Context: an optimization exercise on an open-source flow, tuned for small area and few clock cycles. The choices shown serve that exercise and are no tape-out recipe. Only simulation tests tie the RTL to the original design; equivalence was not proved. Power figures rest on the tool's default switching activity, not on a simulated workload.

## design/flow/config.mk

```make
export PLATFORM = sky130hd
export DESIGN_NAME = gbac_dispatch
export DESIGN_NICKNAME = gbac_dispatch
export VERILOG_FILES = /design/flow/design.v
export SDC_FILE = /design/flow/constraint.sdc
export NUM_CORES = 4
export LEC_CHECK = 0
export CAP_MARGIN = 20
export CORE_MARGIN = 2
export CORE_UTILIZATION = 35
export CTS_BUF_LIST = sky130_fd_sc_hd__clkbuf_8
export CTS_CLUSTER_DIAMETER = 60
export CTS_CLUSTER_SIZE = 20
export PLACE_DENSITY = 0.55
export SLEW_MARGIN = 20
```

## design/flow/constraint.sdc

```tcl
create_clock -name core_clock -period 11.0 [get_ports {clk}]
set_input_delay 2.2000 -clock core_clock [delete_from_list [all_inputs] [get_ports {clk}]]
set_output_delay 2.2000 -clock core_clock [all_outputs]
set_load 0.01 [all_outputs]
```

## design/flow/design.v

```verilog
module gbac_crc8_table (
    input  wire [7:0] idx,
    output wire [7:0] val
);
    assign val[0] = idx[0] ^ idx[1] ^ idx[2] ^ idx[3] ^ idx[4] ^ idx[5] ^ idx[7];
    assign val[1] = idx[1] ^ idx[2] ^ idx[3] ^ idx[4] ^ idx[5] ^ idx[6];
    assign val[2] = idx[0] ^ idx[1] ^ idx[6];
    assign val[3] = idx[1] ^ idx[2] ^ idx[7];
    assign val[4] = idx[2] ^ idx[3];
    assign val[5] = idx[3] ^ idx[4];
    assign val[6] = idx[4] ^ idx[5];
    assign val[7] = idx[0] ^ idx[1] ^ idx[2] ^ idx[3] ^ idx[4] ^ idx[6] ^ idx[7];
endmodule
module gbac_dispatch (
    input  wire       clk,
    input  wire       rst,         
    input  wire       rx_valid,
    output wire       rx_ready,
    input  wire [7:0] rx_data,
    input  wire       rx_last,
    input  wire [2:0] rx_nbits,    
    output wire       tx_valid,
    input  wire       tx_ready,
    output wire [7:0] tx_data,
    output wire       tx_last
);
    localparam CQD = 6;                      
    localparam WQD = 2;                      
    localparam [7:0] K_S = 8'h08;            
    localparam [7:0] K_P = 8'h48;            
    localparam [6:0] A_S0  = 7'h30;          
    localparam [6:0] A_S32 = 7'h50;
    localparam [6:0] A_P0  = 7'h51;          
    localparam [6:0] A_P8  = 7'h59;
    localparam [6:0] A_P32 = 7'h71;
    localparam [2:0] F_NONE = 3'd0,
                     F_ID   = 3'd1,
                     F_RDS  = 3'd2,          
                     F_RDP  = 3'd3,          
                     F_WR   = 3'd4,          
                     F_W80  = 3'd5,
                     F_WC0  = 3'd6,
                     F_WE0  = 3'd7;
    localparam [1:0] C_ID = 2'd0, C_RDS = 2'd1, C_RDP = 2'd2, C_WR = 2'd3;
    localparam [1:0] W_80 = 2'd1, W_C0 = 2'd2, W_E0 = 2'd3;
    localparam [1:0] SL_Z  = 2'd0,           
                     SL_ZA = 2'd1,           
                     SL_R  = 2'd2;           
    reg  [6:0]   ph;
    reg  [527:0] ring;
    wire [7:0]   head = ring[527:520];
    reg  [7:0]   in_r;
    reg  [1:0]   st_s;
    reg  [1:0]   st_p;
    wire         ph_s = (ph <= A_S32);       
    always @(posedge clk) begin
        if (rst || ph == A_P32) ph <= A_S0;
        else                    ph <= ph + 7'd1;
    end
    always @(posedge clk) begin
        ring <= {ring[519:0], in_r};
    end
    reg  [6:0]  idx;           
    reg  [2:0]  fcl;
    reg  [7:0]  crc;
    reg         rot;           
    reg         rot_run;       
    wire        rot_act  = rot && (rot_run || ph == A_S0);
    wire        rot_end  = rot_act && (ph == A_P32);
    wire        rot_keep = ph_s ? st_s[1] : st_p[1];
    wire [7:0]  rot_byte = (st_s[0] && ph == A_S0) ? 8'h02 :
                           (st_p[0] && ph == A_P8) ? 8'h81 :
                           rot_keep ? head : 8'h00;
    wire [7:0]  crc_step;
    gbac_crc8_table u_tab (
        .idx (rot_act ? (((ph == A_S0 || ph == A_P0) ? 8'h00 : crc) ^ rot_byte)
                      : (((idx == 7'd3) ? 8'h00 : crc) ^ rx_data)),
        .val (crc_step)
    );
    wire        nb1      = (rx_nbits == 3'd1);
    wire        push_id  = (idx == 7'd1)  && nb1 && (fcl == F_ID);
    wire        push_rd  = (idx == 7'd3)  && nb1 && (fcl == F_RDS || fcl == F_RDP);
    wire        push_wr  = (idx == 7'd35) && nb1 && fcl[2];
    wire        push_any = rx_last && (push_id || push_rd || push_wr);
    wire [1:0]  push_cmd = push_wr ? C_WR : push_rd ? (fcl[0] ? C_RDP : C_RDS) : C_ID;
    wire        push_rot = push_wr && ((fcl[1:0] == W_C0 && st_s[1]) ||
                                       (fcl[1:0] == W_E0 && st_p[1]));
    wire        in_slot = (idx >= A_S0) && (idx <= A_P32);
    reg  [1:0]  cq [0:CQD-1];
    reg  [2:0]  cn;
    reg  [9:0]  wq [0:WQD-1];
    reg  [1:0]  wn;
    wire        q_empty = (cn == 3'd0);
    wire        q_full  = (cn == CQD) || (push_wr && wn == WQD);
    wire        slots_in_ring = st_s[1] && st_p[1];
    wire        slot_ok = q_empty && slots_in_ring && (ph == idx);
    assign rx_ready = !rot && (!in_slot || slot_ok) &&
                      !(q_full && push_any) && !(push_rot && !q_empty);
    wire        rx_fire = rx_valid && rx_ready;
    always @(posedge clk) begin
        if (rst) begin
            idx <= 7'd0;
        end else if (rx_fire) begin
            idx <= rx_last ? 7'd0 : idx + 7'd1;
            if (idx == 7'd0)
                fcl <= (rx_data == 8'h00 || rx_data == 8'hFF) ? F_ID :
                       (rx_data == 8'h13) ? F_RDS :
                       (rx_data == 8'h14) ? F_WR : F_NONE;
            if (idx == 7'd1) begin
                case (fcl)
                F_RDS:   fcl <= (rx_data == 8'hC0) ? F_RDS :
                                (rx_data == 8'hF0) ? F_RDP : F_NONE;
                F_WR:    fcl <= (rx_data == 8'h80) ? F_W80 :
                                (rx_data == 8'hC0) ? F_WC0 :
                                (rx_data == 8'hE0) ? F_WE0 : F_WR;
                default: fcl <= F_NONE;
                endcase
            end
        end
        if ((rx_fire && idx >= 7'd3 && idx <= 7'd34) || rot_act)
            crc <= crc_step;
    end
    wire [1:0]  h_cmd = cq[cn - 3'd1];
    wire [9:0]  h_wr  = wq[wn - 2'd1];
    reg  [5:0]  cnt;           
    reg  [7:0]  b_data;
    reg         b_last;
    always @(*) begin
        b_data = 8'h00;
        b_last = 1'b1;
        case (h_cmd)
        C_ID: begin
            b_data = (cnt == 6'd1) ? 8'h03 : 8'h00;
            b_last = (cnt == 6'd2);
        end
        C_RDS: begin
            b_last = (cnt == 6'd32);
            b_data = (st_s[0] && cnt == 6'd0)  ? 8'h02 :
                     (st_s[0] && cnt == 6'd32) ? K_S : 8'h00;
        end
        C_RDP: begin
            b_last = (cnt == 6'd32);
            b_data = (st_p[0] && cnt == 6'd8)  ? 8'h81 :
                     (st_p[0] && cnt == 6'd32) ? K_P : 8'h00;
        end
        default: begin
            b_data = h_wr[7:0];
        end
        endcase
    end
    reg  [7:0]  hr;            
    reg         hv;            
    reg         hl;            
    wire        rd_s      = (h_cmd == C_RDS);
    wire        ring_mode = !q_empty && ((rd_s && st_s[1]) || (h_cmd == C_RDP && st_p[1]));
    wire [6:0]  rd_addr   = (rd_s ? A_S0 : A_P0) + {1'b0, cnt};
    assign tx_valid = ring_mode ? hv : (!q_empty && !rot);
    assign tx_data  = ring_mode ? hr : b_data;
    assign tx_last  = ring_mode ? hl : b_last;
    wire        tx_fire = tx_valid && tx_ready;
    wire        rd_load = ring_mode && !rot && (ph == rd_addr) && !(hv && hl) &&
                          (!hv || tx_ready);
    wire        pop     = tx_fire && tx_last;
    always @(posedge clk) begin
        if (rd_load) begin
            hr <= head;
            hl <= (cnt == 6'd32);
        end
    end
    always @(*) begin
        in_r = head;
        if (rx_fire && in_slot) in_r = rx_data;
        if (rot_act) begin
            in_r = rot_byte;
            if ((st_s[0] && ph == A_S32) || (st_p[0] && ph == A_P32))
                in_r = crc;
        end
    end
    integer i;
    always @(posedge clk) begin
        if (rx_fire && push_any) begin
            for (i = CQD - 1; i > 0; i = i - 1)
                cq[i] <= cq[i - 1];
            cq[0] <= push_cmd;
        end
        if (rx_fire && push_any && push_wr) begin
            for (i = WQD - 1; i > 0; i = i - 1)
                wq[i] <= wq[i - 1];
            wq[0] <= {fcl[1:0], crc};
        end
    end
    always @(posedge clk) begin
        if (rst) begin
            cn      <= 3'd0;
            wn      <= 2'd0;
            cnt     <= 6'd0;
            hv      <= 1'b0;
            rot     <= 1'b0;
            rot_run <= 1'b0;
            st_s    <= SL_Z;
            st_p    <= SL_Z;
        end else begin
            cn <= cn + (rx_fire && push_any) - pop;
            wn <= wn + (rx_fire && push_any && push_wr) - (pop && h_cmd == C_WR);
            if (pop)
                cnt <= 6'd0;
            else if (ring_mode ? rd_load : tx_fire)
                cnt <= cnt + 6'd1;
            if (rd_load)
                hv <= 1'b1;
            else if (tx_fire)
                hv <= 1'b0;
            if (pop && h_cmd == C_WR) begin
                case (h_wr[9:8])
                W_80: begin
                    st_s <= SL_Z;
                    st_p <= SL_Z;
                end
                W_C0: if (!st_s[1]) st_s[0] <= 1'b1;
                W_E0: if (!st_p[1]) st_p[0] <= 1'b1;
                default: ;
                endcase
            end
            if (rx_fire && push_rot) begin
                rot <= 1'b1;
                if (fcl[1:0] == W_C0) st_s[0] <= 1'b1;
                else                  st_p[0] <= 1'b1;
            end
            if (in_slot && !slots_in_ring && q_empty && !rot)
                rot <= 1'b1;
            if (rot_act)
                rot_run <= 1'b1;
            if (rot_end) begin
                rot     <= 1'b0;
                rot_run <= 1'b0;
                st_s    <= SL_R;
                st_p    <= SL_R;
            end
        end
    end
endmodule
```

## design/flow/flow/run.sh

```bash
#!/bin/bash
# The standard layout, with two changes: clock tree synthesis inserts no dummy
# loads, and the port buffers are the smallest buffer cell.
set -euo pipefail
export CTS_ARGS="-sink_clustering_enable -repair_clock_nets -dont_use_dummy_load -buf_list sky130_fd_sc_hd__clkbuf_8 -sink_clustering_size 20 -sink_clustering_max_diameter 60"
export BUFFER_PORTS_ARGS="-buffer_cell sky130_fd_sc_hd__buf_1"
bash standard.sh > standard.log 2>&1
```

## design/flow/standard.sh

```bash
#!/bin/bash
# synth_recipe.tcl (not shown) runs the flow's synth.tcl, then flattens the netlist and writes it again
# the make line also repeats each setting of config.mk as NAME=value (left out here)
make -C /OpenROAD-flow-scripts/flow DESIGN_CONFIG=/design/flow/config.mk WORK_HOME=/design/flow/orfs CLKGATE_MAP_FILE= SYNTH_SCRIPT=/design/flow/synth_recipe.tcl "${@:-finish}"
```

==> metrics.md <==
| Metric | Value |
|---|---|
| Register-to-register setup slack | 6.16 ns |
| CTS buffer count | 41 |
| Type of origin of the critical path | input pin |
| FMAX | ~160 MHz |
| DR pass1 iterations | 6 |
| Post-synthesis sequential area ratio | 0.7971 |
| Clock sink count | 611 |
| Core ar. | ~45,000 um2 |
| P&R area growth vs syn | 8.220% |
| Antenna-violating nets left | 0 |
| CP endpoint kind | primary output |
| Crit path kind | input pin to primary output |
| Clock root buffer master | clkbuf_8 |
| Starting Density | 0.3533 |
| Most used DFF post-synth | dfxtp_1 |
| Pin count of the biggest net entering global routing | 22 |
| Clock Skews | roughly 0.062 ns |
| GPL Wtd Cong | a little over 0.8 |
| Die ar. | roughly 47,000 um2 |
| Crit path max-delay family | simple AND/OR/NAND/NOR gates |
| # IOs | 27 |
| Number of synthesized flops with an enable pin | 52 |
| Cell type with the largest total area after synthesis | dfxtp_1 |
| Synth Cell Area | ~16,000 um2 |
| Post-Syn Area per Cell | roughly 15 um2 |
| Pint | between 2 and 3 mW |
| MaxCap Viol Count | 0 |
| Crit-path cells | buf_1 > or3b_2 > or3_1 > nor3b_2 > o221ai_2 > inv_1 > a2111oi_0 > buf_1 |
| Max_slew headroom | 0.5254 |
| # Post-CTS Setup Buffers | 0 |
| Clk Latency, worst-skew pair | approximately 0.60 ns |
| Slew of the pin with the lowest slew margin | a little over 0.7 ns |
| Number of remaining DRC errors | 0 |
| Hold Crit Class | flop to flop |
| Hold slack final | 0.2943 ns |
| Static leakage | between 6 and 7 nW |
| Routed len/inst | approximately 13 um |
| Unrepaired setup endpoints after global routing | no |
| Row count | just under 80 |
| Tot GR Track Use | 0.1003 |
| Syn Nets | between 1,000 and 1,500 |
| Status | finished clean |
| Worst path required time | between 8 and 9 ns |
| First-pass GRT wire length | 37.63 mm |
| Ranking of synthesized cells by area | dfxtp_1, edfxtp_1, ha_1 |
| DP Wirelength | around 15 mm |
| Syn. warnings | 3 |
| Gate Count Post-Synth | 1,091 |
| Die height | approximately 220 um |
| Post_cts resized | 0 |
| Synth top area share | 0.6995 |
| Sequential Area | between 10,000 and 15,000 um2 |
| Crit path buffers/inverters | 3 |
| Vias in the first global route | 7,064 |
| Antenna violations before repair | 7 |
| CP max-delay cell | or3b_2 |
| WP data arrival | 4.06 ns |
| Seq pwr share | 0.652 |
| Commonest cells post-synth | dfxtp_1, nand2_1, edfxtp_1 |
| Post-synthesis cell type count | roughly 70 |
| CTS HTree Levels | 2 |
| Routed wire length | between 20 and 25 mm |
| Inst Count DP | 1,694 |
| Final slew viol count | 0 |
| Hold Fails Final Rpt | 0 |
| Clock Path Buffers | 3 |
| Fill cells | 4,302 |
| Setup Viol. Count Final | 0 |
| Max incr delay on CP | roughly 0.50 ns |
| Tmin final | ~6.3 ns |
| DR vias | 7,347 |
| P_sw | a little under 800 uW |
| Vias per cell | approximately 4.2 |
| Setup TNS | 0 ns |
| # port buffers | 26 |
| Peak VDD IR | around 0.00011 V |
| Crit Path Max Fanout | 9 |
| Share of cells above drive strength 1 | 0.06432 |
| Final nets | 1,179 |
| Final cycle utilization of the critical path | 0.5689 |
| Post-CTS Hold Buffers | 0 |
| CP dominant cell by count | buf_1 |
| CTS tree | done |
| Clock share of power | 0.268 |
| Clock transition at path regs | 0.10 ns |
| Total grt overflow | 0 |
| Final Non-Filler Cells | between 1,500 and 2,000 |
| Starting DRT DRC Count | between 200 and 300 |
| Yosys reg bits | approximately 610 |
| Switching Fraction | 0.2268 |
| Fraction of registers with async set/reset | 0 |
| Cell Pwr Density | 202.4 nW/um2 |
| Die width | roughly 220 um |
| Comb pwr share | 0.081 |
| Top-count cell post-synth | dfxtp_1 |
| Area occupied by multi-input gates | between 3000 and 4000 um2 |
## worst register-to-register path, delay by kind of cell, from the launching register on
family,cells,cell delay (ns)
flops,1,0.64
fa+ha+maj,4,1.01
xor+xnor,2,0.31
buf+inv,3,0.25
compound gates,5,1.35
simple gates,4,0.76
mux,1,0.40
## layout make-up
type,instances,share of cell area
repair buffers,32,0.008239
inverters,23,0.004987
well taps,600,0.04336
clock buffers,41,0.03259
diodes,3,0.0004336
flip-flops and latches,611,0.7366
multi-input cells,428,0.1738
## kinds of logic after synthesis
kind of cell,Yosys count,share of synthesized area
flip-flops,611,0.7971
XOR/XNOR,64,0.03934
buffers and inverters,52,0.01478
adder cells (fa/ha/maj),26,0.02080
multiplexers,27,0.01752
AO/OA/AOI/OAI,102,0.04356
AND/OR/NAND/NOR,209,0.06687
## power by group through the flow
stage,clock (mW),sequential [mW],combinational [mW]
2_1_floorplan,0,2.32,0.222
3_3_place_gp,0,2.33,0.284
3_5_place_dp,0,2.33,0.287
4_1_cts,0.991,2.28,0.288
5_1_grt,1.07,2.29,0.319
6_report,0.938,2.28,0.282
## flip-flops by register name, indices dropped and copies added (netlist names), 2 cells and up
signal	count
wq	20
fcl	3
ph	7
crc	8
wn	2
st_s	2
cq	12
idx	7
cn	3
ring	528
hr	8
cnt	6
## layer usage
metal	track usage	part of all wire
met5	0	0.0017
met4	0.04558	0.033
met3	0.03640	0.067
met2	0.1357	0.39
met1	0.1418	0.51
## path summary, 6_finish.rpt
check,from,to,cells after the start
max,rx_nbits[1],rx_ready,8
min,ring[182]$_DFF_P_,ring[190]$_DFF_P_,0
max reg2reg,cn[1]$_SDFF_PP0_,cn[2]$_SDFF_PP0_,19
min reg2reg,ring[182]$_DFF_P_,ring[190]$_DFF_P_,0
## layout by cell type, fill, tap and decap left out, types with 7 or more instances in the layout
| cell | synthesis | layout |
|---|---|---|
| nor3b_1 | 7 | 7 |
| o21ai_0 | 17 | 17 |
| buf_1 | 1 | 26 |
| nor3_1 | 10 | 10 |
| xnor2_1 | 30 | 30 |
| nand4_1 | 7 | 7 |
| inv_1 | 23 | 23 |
| xor2_1 | 29 | 29 |
| nand2b_1 | 7 | 7 |
| mux2_2 | 8 | 8 |
| a211oi_1 | 12 | 12 |
| mux2i_1 | 19 | 19 |
| nand3_1 | 20 | 20 |
| nand2_1 | 59 | 59 |
| clkbuf_8 | 0 | 41 |
| nor2_1 | 49 | 49 |
| edfxtp_1 | 52 | 52 |
| ha_1 | 25 | 25 |
| dfxtp_1 | 559 | 559 |
| a21oi_1 | 31 | 31 |
| and2_1 | 7 | 7 |
## through the flow
| stage | area [um2] | util | power (mW) | setup slack, ns |
|---|---|---|---|---|
| 6_report | 17310 | 0.3823 | 3.503 | 4.742 |
| 3_3_place_gp | 16740 | 0.3697 | 2.617 | 4.810 |
| 2_1_floorplan | 16000 | - | 2.538 | 5.090 |
| 4_1_cts | 17310 | 0.3822 | 3.563 | 4.718 |
| 5_1_grt | 17310 | 0.3822 | 3.678 | 4.468 |
| 3_5_place_dp | 16740 | 0.3697 | 2.621 | 4.730 |
Testbench counts, summed over its fixed seeds: cycles 47,099.

[afterwards: timing with drivers on the ports]
In the flow no input, the clock included, has a driving cell. The finished layout below was timed again as built, in two steps. Step 1, drivers: a clkbuf_16 drives clk and a buf_2 each remaining input, both assumed. Step 2 also shifts input and output timing later by t, the mid clock arrival at the registers, as if the neighbouring blocks saw the same clock. a / b / c = ideal ports / drivers / drivers and shift; a / b = the first two.
t (ns): 0.619
slack for setup (ns): 4.742 / 4.723 / 4.723
worst slew at a driven data input, ns: 0.09
After both steps this run still meets setup and hold. For this run, drivers alone change the setup slack by -0.019 ns; drivers and shift together by -0.019 ns.
